What follows belongs to an exercise in optimizing a design on an open flow for small area, a short achievable clock period and few clock cycles; a production flow would make more cautious choices.
The RTL was checked by simulation tests, not by an equivalence proof against the original design.
Power is estimated from default activity; no workload was simulated.

==> flow/design.v <==
module rx_framer (
    input  wire        clk,
    input  wire        rst,           
    input  wire        cmd_valid,
    input  wire        cmd_step,      
    input  wire [7:0]  cmd_byte,      
    output wire        cmd_ready,
    output reg         idle,
    output reg  [8:0]  rx_count,
    output reg         ev_valid,
    output reg         ev_ok,
    output wire [95:0] ev_payload,    
    output wire [15:0] ev_rxck,
    output reg  [15:0] ev_ck
);
    localparam [2:0] P_IDLE = 3'd0,   
                     P_E1   = 3'd1,   
                     P_E2   = 3'd2,   
                     P_WAIT = 3'd3,   
                     P_F1   = 3'd5,   
                     P_FIN1 = 3'd6,   
                     P_FIN2 = 3'd7;   
    reg        byte_no;               
    reg        step_no;               
    assign cmd_ready = ~(cmd_step ? step_no : byte_no);
    wire acc_byte = cmd_valid & ~cmd_step & ~byte_no;
    wire acc_step = cmd_valid &  cmd_step & ~step_no;
    reg  [8:0]  tail;                 
    reg  [8:0]  head;                 
    reg  [8:0]  sp;                   
    reg  [8:0]  rd;                   
    reg  [8:0]  tsnap;                
    reg  [8:0]  dd;                   
    reg  [7:0]  vmask;                
    reg  [39:0] brow;                 
    reg  [2:0]  pstate;
    reg  [2047:0] ring;               
    reg         wv;
    reg  [7:0]  wa;
    reg  [7:0]  wb;
    always @(posedge clk) begin
        if (rst) wv <= 1'b0;
        else     wv <= acc_byte;
        wa <= tail[7:0];
        wb <= cmd_byte;
    end
    wire [255:0] wdec = {255'd0, wv} << wa;
    genvar g, r;
    generate
        for (g = 0; g < 256; g = g + 1) begin : g_wr
            always @(posedge clk)
                if (wdec[g]) ring[8*g +: 8] <= wb;
        end
    endgenerate
    wire [63:0] bank;                 
    generate
        for (g = 0; g < 8; g = g + 1) begin : g_bank
            wire [31:0]  sel = 32'd1 << brow[5*g +: 5];
            wire [255:0] col;
            for (r = 0; r < 32; r = r + 1) begin : g_row
                assign col[8*r +: 8] = ring[8*(8*r+g) +: 8];
            end
            rxf_sel32 u_sel (.sel(sel), .d(col), .q(bank[8*g +: 8]));
        end
    endgenerate
    wire [63:0] rot;
    generate
        for (g = 0; g < 8; g = g + 1) begin : g_rot
            wire [7:0] li, lo;
            for (r = 0; r < 8; r = r + 1) begin : g_lane
                assign li[r] = bank[8*r + g];
                assign rot[8*r + g] = lo[r];
            end
            rxf_rot8 u_rot (.s(rd[2:0]), .d(li), .q(lo));
        end
    endgenerate
    reg  [63:0] winb;                 
    reg  [63:0] wina;                 
    reg         wa_ld;
    always @(posedge clk) begin
        winb <= rot;
        if (wa_ld) wina <= winb;
    end
    wire [127:0] frame = {winb, wina};    
    assign ev_rxck    = frame[23:8];
    assign ev_payload = frame[119:24];
    reg  [18:0] sum;
    always @(posedge clk)
        sum <= {3'd0, frame[ 39: 24]} + {3'd0, frame[ 55: 40]} + {3'd0, frame[ 71: 56]} +
               {3'd0, frame[ 87: 72]} + {3'd0, frame[103: 88]} + {3'd0, frame[119:104]};
    wire [16:0] fa    = {1'b0, sum[15:0]} + {14'd0, sum[18:16]};
    wire [15:0] fb    = sum[15:0] + {13'd0, sum[18:16]} + 16'd1;
    wire [15:0] ck    = ~(fa[16] ? fb : fa[15:0]);
    wire        match = (ev_ck == frame[23:8]);      
    wire [7:0] ffb;                   
    wire [7:0] ffa;                   
    generate
        for (g = 0; g < 8; g = g + 1) begin : g_ff
            assign ffb[g] = &winb[8*g +: 8];
            assign ffa[g] = &wina[8*g +: 8];
        end
    endgenerate
    reg  [7:0]  ffv;                  
    always @(posedge clk)
        ffv <= ffb & vmask;
    wire        found = |ffv;
    reg  [2:0]  fi;
    integer k;
    always @(*) begin
        fi = 3'd0;
        for (k = 7; k >= 0; k = k - 1)
            if (ffv[k]) fi = k[2:0];
    end
    wire [8:0]  sp_fi   = sp + {6'd0, fi};
    wire [8:0]  dd_fi   = dd - {6'd0, fi};
    wire        short   = (dd_fi < 9'd15);
    wire [8:0]  sp_8    = sp + 9'd8;
    wire [8:0]  dd_8    = dd - 9'd8;
    wire        scanned = (dd <= 9'd8);
    wire        stale   = ((tsnap - head) > 9'd128);
    wire [14:1] ffi = {ffb[6:0], ffa[7:1]};
    reg  [3:0]  ij;
    always @(*) begin
        ij = 4'd0;
        for (k = 14; k >= 1; k = k - 1)
            if (ffi[k]) ij = k[3:0];
    end
    wire        inner = |ffi;
    reg         ev_far;               
    reg  [8:0]  h_ij;                 
    wire [8:0]  h_fin = (match | ev_far) ? head + 9'd15 : h_ij;
    always @(posedge clk) begin
        ev_ck  <= ck;
        ev_far <= ~inner;
        h_ij   <= head + {5'd0, ij};
    end
    reg  [8:0]  qs [0:3];
    reg  [1:0]  qwp, qrp;
    reg  [2:0]  qcnt;
    wire        pop    = (pstate == P_IDLE) & (qcnt != 3'd0);
    wire [8:0]  qhead  = qs[qrp];
    wire [8:0]  dd_q   = qhead - sp;
    always @(posedge clk)
        if (acc_step) qs[qwp] <= tail;
    wire [8:0] occ     = tail - head;
    wire [8:0] occ_inc = tail - head + 9'd1;
    reg         sp_ld;
    reg  [8:0]  sp_n;
    reg         rd_ld;
    reg  [8:0]  rd_n;
    reg         dd_ld;
    reg  [8:0]  dd_n;
    always @(*) begin
        sp_ld = 1'b0;
        sp_n  = sp_fi;
        rd_ld = 1'b0;
        rd_n  = sp_fi;
        dd_ld = 1'b0;
        dd_n  = dd_fi;
        wa_ld = 1'b0;
        case (pstate)
            P_IDLE: begin
                dd_ld = pop;
                dd_n  = dd_q;
            end
            P_E1: begin
                rd_ld = 1'b1;
                rd_n  = sp_8;
            end
            P_E2: begin
                wa_ld = 1'b1;                 
                sp_ld = 1'b1;
                dd_ld = 1'b1;
                if (found) begin
                    sp_n = sp_fi;
                    dd_n = dd_fi;
                    if (!short && fi == 3'd0) begin
                    end else begin
                        rd_ld = 1'b1;
                        rd_n  = sp_fi;
                    end
                end else if (scanned) begin
                    sp_n  = tsnap;
                    rd_ld = 1'b1;
                    rd_n  = tsnap;
                    dd_n  = 9'd0;
                end else begin
                    sp_n = sp_8;              
                    dd_n = dd_8;
                end
            end
            P_FIN2: begin
                sp_ld = 1'b1;
                sp_n  = h_fin;
                rd_ld = 1'b1;
                rd_n  = h_fin;
            end
            default: ;
        endcase
    end
    integer m;
    always @(posedge clk) begin
        if (rst) begin
            tail     <= 9'd0;
            head     <= 9'd0;
            sp       <= 9'd0;
            rd       <= 9'd0;
            brow     <= 40'd0;
            qwp      <= 2'd0;
            qrp      <= 2'd0;
            qcnt     <= 3'd0;
            pstate   <= P_IDLE;
            byte_no  <= 1'b0;
            step_no  <= 1'b0;
            idle     <= 1'b1;
            rx_count <= 9'd0;
            ev_valid <= 1'b0;
            ev_ok    <= 1'b0;
        end else begin
            ev_valid <= 1'b0;
            if (acc_byte) tail <= tail + 9'd1;
            if (acc_step) qwp  <= qwp + 2'd1;
            if (pop)      qrp  <= qrp + 2'd1;
            qcnt     <= qcnt + {2'b0, acc_step} - {2'b0, pop};
            step_no  <= ((qcnt == 3'd4) | (qcnt == 3'd3 & acc_step)) & ~pop;
            byte_no  <= occ[8] | (acc_byte & (&occ[7:0]));
            idle     <= (pstate == P_IDLE) & (qcnt == 3'd0) & ~acc_step;
            rx_count <= acc_byte ? occ_inc : occ;
            if (sp_ld) sp <= sp_n;
            if (rd_ld) begin
                rd   <= rd_n;
                for (m = 0; m < 8; m = m + 1)
                    brow[5*m +: 5] <= (m < rd_n[2:0]) ? rd_n[7:3] + 5'd1 : rd_n[7:3];
            end
            if (dd_ld) begin
                dd <= dd_n;
                for (m = 0; m < 8; m = m + 1)
                    vmask[m] <= (dd_n > m);
            end
            case (pstate)
                P_IDLE: begin
                    if (pop) begin
                        tsnap  <= qhead;
                        pstate <= P_E1;
                    end
                end
                P_E1: pstate <= P_E2;
                P_E2: begin
                    if (found) begin
                        head <= sp_fi;
                        if (short)
                            pstate <= P_IDLE;          
                        else if (fi == 3'd0)
                            pstate <= P_F1;            
                        else
                            pstate <= P_WAIT;          
                    end else if (scanned) begin
                        if (stale)
                            head <= tsnap;             
                        pstate <= P_IDLE;
                    end else begin
                        pstate <= P_E1;
                    end
                end
                P_WAIT: pstate <= P_E1;
                P_F1: pstate <= P_FIN1;
                P_FIN1: pstate <= P_FIN2;
                P_FIN2: begin
                    ev_valid <= 1'b1;
                    ev_ok    <= match;
                    head     <= h_fin;
                    pstate   <= P_IDLE;
                end
                default: pstate <= P_IDLE;
            endcase
        end
    end
endmodule
module rxf_sel32 (
    input  wire [31:0]  sel,
    input  wire [255:0] d,
    output wire [7:0]   q
);
    integer r;
    reg [7:0] acc;
    always @(*) begin
        acc = 8'd0;
        for (r = 0; r < 32; r = r + 1)
            acc = acc | ({8{sel[r]}} & d[8*r +: 8]);
    end
    assign q = acc;
endmodule
module rxf_rot8 (
    input  wire [2:0] s,
    input  wire [7:0] d,
    output wire [7:0] q
);
    wire [7:0] r0 = s[0] ? {d[0],    d[7:1]}  : d;
    wire [7:0] r1 = s[1] ? {r0[1:0], r0[7:2]} : r0;
    assign     q  = s[2] ? {r1[3:0], r1[7:4]} : r1;
endmodule
clock: 10.0 ns
lec_check: 0
cap_margin: 20
core_margin: 2
core_utilization: 55
cts_cluster_diameter: 100
cts_cluster_size: 24
setup_slack_margin: 5
slew_margin: 20
synth_hierarchical: 1
standard.sh (not shown) runs the stock make flow with config.mk's settings and CLKGATE_MAP_FILE= SYNTH_SCRIPT=/design/flow/synth_recipe.tcl, a recipe that flattens the netlist after the stock synthesis.
==> flow/flow/run.sh <==
#!/bin/bash
# Standard layout, with two changes to how timing is repaired:
# - the port buffers that buffer_ports inserts are plain buf_1 cells
#   (repair resizes the ones on critical paths);
# - repair_timing aims for 5.75 ns of setup slack (the design's period is
#   unchanged; the larger margin only makes the repair work harder).
# The make output goes to flow_make.log here; ORFS keeps each step's own
# log under orfs/logs/.
set -euo pipefail
bash standard.sh \
  "BUFFER_PORTS_ARGS=-buffer_cell sky130_fd_sc_hd__buf_1" \
  SETUP_SLACK_MARGIN=5.75 \
  finish > flow_make.log 2>&1
The starting point produced a clean layout.
Testbench counts at the start, summed over its fixed seeds: cycles 32,075.
Next try:
--- a/flow/config.mk
+++ b/flow/config.mk
@@ -10,2 +10,3 @@
 export CORE_UTILIZATION = 55
+export CTS_BUF_LIST = sky130_fd_sc_hd__clkbuf_8 sky130_fd_sc_hd__clkbuf_16
 export CTS_CLUSTER_DIAMETER = 100
What happened:
- setup slack hardly moves
- power is about the same
- first-iteration DRC count goes down by 1.0%
- global-route usage is unchanged
- fmax hardly moves
- die area does not change
- worst hold slack hardly moves

[what the ideal ports hide]
In the flow no input, the clock included, has a driving cell. The finished layouts below were timed again as built, in two steps.
Step 1 assumes that a clkbuf_16 drives the clock port and a buf_2 every other input.
Step 2 also shifts input and output timing later by t, the mid clock arrival at the registers, as if the neighbouring blocks saw the same clock.
Three values: ideal ports, drivers, drivers and shift; two values: the first two.
| run | t (ns) | setup slack, ns | hold slack, ns | worst setup path after step 2 |
|---|---|---|---|---|
| the first run | 0.879 | 5.595 / 5.543 / 5.543 | 0.455 / 0.455 / 0.455 | input to output |
| the second run | 0.879 | 5.595 / 5.543 / 5.543 | 0.454 / 0.454 / 0.454 | input to output |
After both steps every run listed still meets setup and hold.
